This is an optimization exercise on Yosys and OpenROAD, whose aim is small area, a short achievable clock period and few clock cycles per item, not a production implementation.
Function was checked by simulation only, so behaviour that the tests miss may differ from the original.

// biquad_cascade
module biquad_cascade (
    input  wire               clk,
    input  wire               rst,         
    input  wire               coef_we,
    input  wire signed [15:0] coef_b0,
    input  wire signed [15:0] coef_b1,
    input  wire signed [15:0] coef_b2,
    input  wire signed [15:0] coef_a1,
    input  wire signed [15:0] coef_a2,
    input  wire        [2:0]  coef_nst,    
    input  wire               in_valid,
    output wire               in_ready,
    input  wire signed [15:0] in_data,
    output reg                out_valid,
    output reg  signed [15:0] out_data
);
For scale: ~4800 cells after synthesis, roughly 46000 sq um of cells after synthesis.
clock: 16.0 ns
lec_check: 0
abc_area: 1
cap_margin: 20
core_margin: 2
core_utilization: 65
cts_cluster_diameter: 100
cts_cluster_size: 25
slew_margin: 20
synth_hierarchical: 1
standard.sh (not shown) runs the stock make flow with config.mk's settings and CLKGATE_MAP_FILE= SYNTH_SCRIPT=/design/flow/synth_recipe.tcl, a recipe that flattens the netlist after the stock synthesis.
==> flow/flow/run.sh <==
#!/bin/bash
set -euo pipefail
MARGIN=$(cat flow/margin.txt)
bash standard.sh SETUP_SLACK_MARGIN=$MARGIN \
    "BUFFER_PORTS_ARGS=-buffer_cell sky130_fd_sc_hd__buf_2" finish > flow_standard.log 2>&1
==> flow/flow/margin.txt <==
11.0
Testbench counts at the start, summed over its fixed seeds: cycles 18,059, samples 6,144.
Rerun with:
- CTS_BUF_LIST: default -> sky130_fd_sc_hd__clkbuf_8
- CTS_CLUSTER_DIAMETER: 100 -> default
- CTS_CLUSTER_SIZE: 25 -> default
Area after synthesis stays the same.
Final cell count rose by 2.2%.
Wire length rose by 1.2%.
First-iteration DRC count fell by 2.9%.
Rerun with:
==> flow/flow/margin.txt (replaced) <==
11.2
- CTS_BUF_LIST: sky130_fd_sc_hd__clkbuf_8 -> default
- CTS_CLUSTER_DIAMETER: default -> 100
- CTS_CLUSTER_SIZE: default -> 22
Result: Worst setup slack gains 0.21 ns. Hold slack gains 0.019 ns. Fmax rose by 4.3%. Via count stays flat. Final area is about the same. Utilization fell by 0.16 points. Routed wire length rose by 2.2%. Clock-buffer cell count fell by 53.
Rerun with:
==> flow/flow/margin.txt (replaced) <==
11.3
After rerunning: Flip-flop and latch count does not change. Core utilization came out higher by 1.4 points. Wire length increases slightly. Die area does not change. Cell area is higher slightly. Global-route usage came out higher by 0.19 points.

---

Starting RTL as in the previous note.
==> flow/config.mk <==
export PLATFORM = sky130hd
export DESIGN_NAME = biquad_cascade
export DESIGN_NICKNAME = biquad_cascade
export VERILOG_FILES = /design/flow/design.v
export SDC_FILE = /design/flow/constraint.sdc
export NUM_CORES = 4
export LEC_CHECK = 0
export ABC_AREA = 1
export CAP_MARGIN = 20
export CORE_MARGIN = 2
export CORE_UTILIZATION = 65
export CTS_CLUSTER_DIAMETER = 100
export CTS_CLUSTER_SIZE = 22
export SLEW_MARGIN = 20
export SYNTH_HIERARCHICAL = 1
==> flow/constraint.sdc <==
create_clock -name core_clock -period 16.0 [get_ports {clk}]
set_input_delay 3.2000 -clock core_clock [delete_from_list [all_inputs] [get_ports {clk}]]
set_output_delay 3.2000 -clock core_clock [all_outputs]
set_load 0.01 [all_outputs]
==> flow/flow/margin.txt <==
11.45
Scripts as last shown in full above: flow/flow/run.sh
The first run went through all stages and came out clean.
Testbench counts at the start, summed over its fixed seeds: cycles 18,059, samples 6,144.
Edit:
==> flow/flow/run.sh (replaced) <==
#!/bin/bash
set -euo pipefail
MARGIN=$(cat flow/margin.txt)
bash standard.sh SETUP_SLACK_MARGIN=$MARGIN finish > flow_standard.log 2>&1
==> flow/flow/margin.txt (replaced) <==
11.4
Settings changed: CORE_UTILIZATION 65 to 55, CTS_CLUSTER_DIAMETER 100 to unset, CTS_CLUSTER_SIZE 22 to unset.
=> Core utilization fell by 9.1 points. Setup slack is worse by 24 ps. Register-to-register slack is worse by 20 ps. Sequential share of layout area fell by 0.98 points.
Edit:
==> flow/flow/run.sh (replaced) <==
#!/bin/bash
set -euo pipefail
MARGIN=$(cat flow/margin.txt)
bash standard.sh SETUP_SLACK_MARGIN=$MARGIN \
    "BUFFER_PORTS_ARGS=-buffer_cell sky130_fd_sc_hd__buf_2" finish > flow_standard.log 2>&1
==> flow/flow/margin.txt (replaced) <==
10.7
What happened:
- area after synthesis stays the same
- wire length is lower by a little under a tenth
- via count is lower by a few percent
- worst hold slack is about the same
- setup slack is worse by 500 ps
- design area is lower by roughly a tenth
- count of clock-buffer cells in the layout is lower by 5
Edit:
==> flow/flow/margin.txt (replaced) <==
11.0
Settings changed: CORE_UTILIZATION 55 to 65.
Effect: Area after synthesis is unchanged; cell count shrinks by 1.5%; design area rose by 0.65%; via count rises by 4.2%; die area came out lower by 15%; clock-buffer cell count rises by 7; synthesized cell count is unchanged.
Edit:
Settings changed: CTS_CLUSTER_DIAMETER set to 100, CTS_CLUSTER_SIZE set to 22.
Result: Wire length decreases by 1.0%. Die area is unchanged. Hold slack improves by 5.5 ps.

## afterwards: timing with drivers on the ports
Ports are ideal in the flow. The routed layouts listed here were re-timed in OpenROAD.
Step 1, drivers: a clkbuf_16 drives clk and a buf_2 each remaining input, both assumed.
Step 2 also shifts input and output timing later by t, the mid clock arrival at the registers, as if the neighbouring blocks saw the same clock.
a / b / c = no drivers / after step 1 / after step 2; a / b = the first two.
run | shift t [ns] | slack for setup (ns) | worst setup path at the end | worst data-port slew with drivers (ns)
the first run of note 1 | 0.716 | 10.950 / 10.950 / 10.950 | register to register | 0.06
the second run of note 1 | 0.807 | 10.941 / 10.941 / 10.941 | register to register | 0.06
the third run of note 1 | 0.738 | 11.149 / 11.149 / 10.865 | input to register | 0.05
the fourth run of note 1 | 0.737 | 11.283 / 11.283 / 10.720 | input to register | 0.06
the first run of note 2 | 0.738 | 11.312 / 11.312 / 10.921 | input to register | 0.07
the second run of note 2 | 0.745 | 11.289 / 11.289 / 10.819 | input to register | 0.05
the third run of note 2 | 0.728 | 10.792 / 10.792 / 10.792 | register to register | 0.06
the fourth run of note 2 | 0.709 | 10.995 / 10.995 / 10.995 | register to register | 0.06
the fifth run of note 2 | 0.671 | 10.945 / 10.945 / 10.945 | register to register | 0.07
After both steps every run listed still meets setup and hold. For the fourth run of note 1, which loses most, drivers alone change the setup slack by 0.000 ns; drivers and shift together by -0.563 ns.
